Context: an optimization exercise on an open-source flow, tuned for a short achievable clock period and few clock cycles. The choices shown serve that exercise and are no tape-out recipe.
At most, simulation tests tie the RTL to the original design; equivalence was not proved.
The clock port is modelled as an ideal driver, which makes a skipped or thinned clock tree look cheaper than it is; a real chip needs a root buffer or a tree.
No activity file was given, so power comes from the tool's default toggle rates.

==> flow/design.v (excerpt) <==
module line_rasterizer (
    input  wire       clk,
    input  wire       rst,      
    input  wire       start,
    input  wire [7:0] x0,
    input  wire [7:0] y0,
    input  wire [7:0] x1,
    input  wire [7:0] y1,
    output wire       ready,
    output reg        write,
    output reg  [7:0] x,
    output reg  [7:0] y,
    output reg        done
);
    reg        a_v;
    reg  [7:0] a_x0, a_y0, a_x1, a_y1;
    reg        rdy;
    assign ready = rdy;
    reg        b_v;
    reg  [7:0] b_x0, b_y0;
    reg  [7:0] b_adx, b_ady;
    reg        b_sxn, b_syn;       
    reg        c_v;
    reg  [7:0] c_x0, c_y0;
    reg        c_sxn, c_syn, c_xm;
    reg  [7:0] c_m;                
    reg        c_last;             
    reg  [8:0] c_k;                
    reg  [8:0] c_ka;               
    reg  [7:0] c_kb;               
    reg        sxn, syn, xm;
    reg  [7:0] r;                  
    reg  [8:0] k;
    reg  [8:0] ka;
    reg  [7:0] kb;
    wire d_free = !write || done;           
    wire c_free = !c_v || d_free;
    wire b_free = !b_v || c_free;
    wire take   = c_v && d_free;
    wire accept = start && rdy;
    wire run    = write && !done;           
    wire [8:0] ddx, ndx, ddy, ndy;
  ...
For scale: roughly 870 cells after synthesis, about 180 flip-flops, ~54 I/O pins, roughly 9600 um2 of cells after synthesis.
==> flow/config.mk <==
export PLATFORM = sky130hd
export DESIGN_NAME = line_rasterizer
export DESIGN_NICKNAME = line_rasterizer
export VERILOG_FILES = /design/flow/design.v
export SDC_FILE = /design/flow/constraint.sdc
export NUM_CORES = 4
export LEC_CHECK = 0
export ABC_CLOCK_PERIOD_IN_PS = 1200
export CAP_MARGIN = 20
export CORE_MARGIN = 2
export CORE_UTILIZATION = 40
export PLACE_DENSITY = 0.6
export SETUP_SLACK_MARGIN = 2.6
export SLEW_MARGIN = 20
==> flow/constraint.sdc <==
create_clock -name core_clock -period 4.0 [get_ports {clk}]
set_input_delay 0.8000 -clock core_clock [delete_from_list [all_inputs] [get_ports {clk}]]
set_output_delay 0.8000 -clock core_clock [all_outputs]
set_load 0.01 [all_outputs]
run.sh (not shown) runs the stock make flow with config.mk's settings and CLKGATE_MAP_FILE= SYNTH_SCRIPT=/design/flow/synth_recipe.tcl, a recipe that flattens the netlist after the stock synthesis.
The first run completed with no timing, DRC or antenna violations.
Next try:
--- a/flow/config.mk
+++ b/flow/config.mk
@@ -11,0 +12,2 @@
+export CTS_CLUSTER_DIAMETER = 150
+export CTS_CLUSTER_SIZE = 60
The changed run finished clean.
Utilization is unchanged.
Clock-buffer cell count does not change.
Setup slack is unchanged.
Cell area stays the same.
Global-route usage is unchanged.
Wire length stays the same.
Total power stays the same.
Synthesized area is unchanged.
Sequential share of layout area stays the same.
Clock skew is unchanged.
No functional check of the RTL was part of any run of this note.

---

Another version of the RTL of line_rasterizer (not shown whole).
Size in the first run: roughly 1,600 cells after synthesis, about 540 flip-flops, about 54 I/O pins, ~24,000 µm² of cells after synthesis.
==> flow/config.mk <==
export PLATFORM = sky130hd
export DESIGN_NAME = line_rasterizer
export DESIGN_NICKNAME = line_rasterizer
export VERILOG_FILES = /design/flow/design.v
export SDC_FILE = /design/flow/constraint.sdc
export NUM_CORES = 4
export LEC_CHECK = 0
export CAP_MARGIN = 20
export CORE_MARGIN = 2
export CORE_UTILIZATION = 55
export PLACE_DENSITY = 0.7
export SETUP_SLACK_MARGIN = 2.5
export SLEW_MARGIN = 20
==> flow/constraint.sdc <==
create_clock -name core_clock -period 4.0 [get_ports {clk}]
set_input_delay 0.8000 -clock core_clock [delete_from_list [all_inputs] [get_ports {clk}]]
set_output_delay 0.8000 -clock core_clock [all_outputs]
set_load 0.01 [all_outputs]
standard.sh (not shown) runs the stock make flow with config.mk's settings and CLKGATE_MAP_FILE= SYNTH_SCRIPT=/design/flow/synth_recipe.tcl, a recipe that flattens the netlist after the stock synthesis.
==> flow/flow/run.sh <==
#!/bin/bash
# Layout: the standard ORFS flow (standard.sh: standard synthesis,
# floorplan, placement, routing), except that the clock tree is built by
# flow/cts_hook.tcl (two levels of clkbuf_16 from the clock port, about
# FLAT_CTS_LEAF flip-flops per leaf buffer) in place of TritonCTS, and the
# timing repair may resize cells to other footprints. The make output goes
# to standard_flow.log; every tool's own log is under orfs/logs/.
set -euo pipefail
here=$(pwd)
FLAT_CTS_LEAF=20 bash standard.sh PRE_CTS_TCL="$here/flow/cts_hook.tcl" MATCH_CELL_FOOTPRINT=0 finish > "$here/standard_flow.log" 2>&1
Other scripts of this flow, unchanged in this note and not shown: flow/flow/cts_hook.tcl
Testbench counts at the start, summed over its fixed seeds: cycles 65,679.
Rerun with:
CORE_UTILIZATION = 40   (was 55)
PLACE_DENSITY = 0.6   (was 0.7)
Outcome: Register-to-register slack is about the same; die area came out higher by 37%; routed wire length came out lower by about 3.7%; final area came out higher by about 0.6%; power came out lower by 1.1%; first-iteration DRC count came out lower by about 30%; final cell count came out higher by 8.9%; clock power hardly moves.
No run of this note takes its clock network from TritonCTS; it comes from the design's own scripts or RTL.

---

## rev 12
The RTL this note starts from:
==> flow/design.v <==
module line_rasterizer (
    input  wire       clk,
    input  wire       rst,      
    input  wire       start,
    input  wire [7:0] x0,
    input  wire [7:0] y0,
    input  wire [7:0] x1,
    input  wire [7:0] y1,
    output wire       ready,
    output reg        write,
    output reg  [7:0] x,
    output reg  [7:0] y,
    output reg        done
);
    reg        a_v;
    reg  [7:0] a_x0, a_y0, a_x1, a_y1;
    reg        rdy;
    assign ready = rdy;
    reg        b_v;
    reg  [7:0] b_x0, b_y0;
    reg  [7:0] b_adx, b_ady;
    reg        b_sxn, b_syn;       
    reg        c_v;
    reg  [7:0] c_x0, c_y0;
    reg        c_sxn, c_syn, c_xm;
    reg  [7:0] c_m;                
    reg        c_last;             
    reg  signed [8:0] c_k;         
    reg  signed [8:0] c_ka;        
    reg  [7:0] c_kb;               
    reg        sxn, syn, xm;
    reg  [7:0] r;                  
    reg  signed [8:0] k;
    reg  signed [8:0] ka;
    reg  [7:0] kb;
    wire d_free = !write || done;           
    wire c_free = !c_v || d_free;
    wire b_free = !b_v || c_free;
    wire a_free = !a_v || b_free;
    wire take   = c_v && d_free;
    wire accept = start && rdy;
    wire [8:0] ddx = {1'b0, a_x1} - {1'b0, a_x0};
    wire [8:0] ddy = {1'b0, a_y1} - {1'b0, a_y0};
    wire [7:0] ndx = a_x0 - a_x1;
    wire [7:0] ndy = a_y0 - a_y1;
    wire [8:0] dmn  = {1'b0, b_adx} - {1'b0, b_ady};    
    wire       xmaj = !dmn[8];                          
    wire [8:0] nmd  = {1'b0, b_ady} - {1'b0, b_adx};    
    wire signed [8:0] kx = $signed({1'b0, b_ady}) - $signed({1'b0, b_adx[7:1]}) - $signed({8'd0, b_adx[0]});
    wire signed [8:0] ky = $signed({1'b0, b_adx}) - $signed({1'b0, b_ady[7:1]}) - $signed({8'd0, b_ady[0]});
    wire       st     = !k[8];                  
    wire       stepx  = xm || st;
    wire       stepy  = !xm || st;
    wire [7:0] x_nx   = sxn ? x - 8'd1 : x + 8'd1;
    wire [7:0] y_nx   = syn ? y - 8'd1 : y + 8'd1;
    wire signed [8:0] k_a = k + ka;
    wire signed [8:0] k_b = k + $signed({1'b0, kb});
    reg a_vn, b_vn, c_vn, w_n, dn_n;
    always @(*) begin
        if (take) begin
            w_n  = 1'b1;
            dn_n = c_last;
        end else if (write && !done) begin
            w_n  = 1'b1;
            dn_n = (r == 8'd1);
        end else begin
            w_n  = 1'b0;
            dn_n = 1'b0;
        end
        c_vn = b_v || (c_v && !d_free);
        b_vn = a_v || (b_v && !c_free);
        a_vn = rdy || (a_v && !b_free);     
    end
    always @(posedge clk) begin
        if (rst) begin
            a_v   <= 1'b0;
            b_v   <= 1'b0;
            c_v   <= 1'b0;
            write <= 1'b0;
            done  <= 1'b0;
            rdy   <= 1'b1;
        end else begin
            a_v   <= accept || (a_v && !b_free);
            b_v   <= b_vn;
            c_v   <= c_vn;
            write <= w_n;
            done  <= dn_n;
            rdy   <= !a_vn || !b_vn || !c_vn || !w_n || dn_n;
        end
        if (rdy) begin
            a_x0 <= x0;
            a_y0 <= y0;
            a_x1 <= x1;
            a_y1 <= y1;
        end
        if (b_free) begin
            b_x0  <= a_x0;
            b_y0  <= a_y0;
            b_adx <= ddx[8] ? ndx : ddx[7:0];
            b_ady <= ddy[8] ? ndy : ddy[7:0];
            b_sxn <= ddx[8];
            b_syn <= ddy[8];
        end
        if (c_free) begin
            c_x0   <= b_x0;
            c_y0   <= b_y0;
            c_sxn  <= b_sxn;
            c_syn  <= b_syn;
            c_xm   <= xmaj;
            c_m    <= xmaj ? b_adx : b_ady;
            c_last <= (b_adx == 8'd0) && (b_ady == 8'd0);
            c_k    <= xmaj ? kx : ky;
            c_ka   <= xmaj ? nmd : dmn;
            c_kb   <= xmaj ? b_ady : b_adx;
        end
        if (take) begin
            x   <= c_x0;
            y   <= c_y0;
            sxn <= c_sxn;
            syn <= c_syn;
            xm  <= c_xm;
            r   <= c_m;
            k   <= c_k;
            ka  <= c_ka;
            kb  <= c_kb;
        end else if (write && !done) begin
            r <= r - 8'd1;
            if (stepx) x <= x_nx;
            if (stepy) y <= y_nx;
            k <= st ? k_a : k_b;
        end
    end
endmodule
==> flow/config.mk <==
export PLATFORM = sky130hd
export DESIGN_NAME = line_rasterizer
export DESIGN_NICKNAME = line_rasterizer
export VERILOG_FILES = /design/flow/design.v
export SDC_FILE = /design/flow/constraint.sdc
export NUM_CORES = 4
export LEC_CHECK = 0
export ABC_CLOCK_PERIOD_IN_PS = 1500
export CAP_MARGIN = 20
export CORE_MARGIN = 2
export CORE_UTILIZATION = 40
export PLACE_DENSITY = 0.6
export SETUP_SLACK_MARGIN = 2.5
export SLEW_MARGIN = 20
==> flow/constraint.sdc <==
create_clock -name core_clock -period 4.0 [get_ports {clk}]
set_input_delay 0.8000 -clock core_clock [delete_from_list [all_inputs] [get_ports {clk}]]
set_output_delay 0.8000 -clock core_clock [all_outputs]
set_load 0.01 [all_outputs]
run.sh (not shown) runs the stock make flow with config.mk's settings and CLKGATE_MAP_FILE= SYNTH_SCRIPT=/design/flow/synth_recipe.tcl, a recipe that flattens the netlist after the stock synthesis.
Stock flow here: none of the scripts above is used.
Looking at the reports, rev 12 completed the entire flow and the layout it produced met the timing, DRC and antenna checks.
Modified inputs, rev 13 compared to rev 12
diff --git a/flow/config.mk b/flow/config.mk
--- a/flow/config.mk
+++ b/flow/config.mk
@@ -6,9 +6,7 @@
 export NUM_CORES = 4
 export LEC_CHECK = 0
-export ABC_CLOCK_PERIOD_IN_PS = 1500
 export CAP_MARGIN = 20
 export CORE_MARGIN = 2
 export CORE_UTILIZATION = 40
 export PLACE_DENSITY = 0.6
-export SETUP_SLACK_MARGIN = 2.5
 export SLEW_MARGIN = 20
## What came out
- Comparing rev 12 and rev 13, the lower final period demand of the worst path is on rev 12.
- Higher number of non-clock buffers was reported by rev 12, not rev 13.
- Re total power: rev 13 is 26% down on rev 12.
- Register area of rev 13 is on par with rev 12.
- [rev 13] buffer share of cell area fell 10 points relative to rev 12
- The tightest slew margin relative to the limit of rev 13 is lower than that of rev 12.
- Result for rev 12 and rev 13: all clean
- Ratio of total power to cell area: rev 13 < rev 12
Function was not checked in any run of this note: the RTL went through the layout flow alone.

separate check: timing with driven ports:
No port has a modelled driver above. Below, the same layouts with a new extraction and two added sets of constraints.
Step 1 assumes that a clkbuf_16 drives the clock port and a buf_2 every other input.
Step 2 adds t to the input delays and takes it off the output delays; t is the mean of the earliest and latest rising clock arrival at the registers after step 1. Input paths then give back, and output paths get back, about the clock's delay inside the block.
Slacks: no drivers / after step 1 / after step 2; pairs: no drivers / after step 1.
run	t (ns)	slack for setup (ns)	worst setup path after step 2
the first run of note 1	0.477	1.398 / 1.398 / 1.398	register to register
the second run of note 1	0.477	1.398 / 1.398 / 1.398	register to register
the first run of note 2	0.460	2.215 / 2.215 / 2.215	register to register
the second run of note 2	0.468	2.207 / 2.207 / 2.207	register to register
rev 12	0.478	1.477 / 1.477 / 1.477	register to register
rev 13	0.465	1.066 / 1.066 / 1.066	register to register
After both steps every run listed still meets setup and hold.
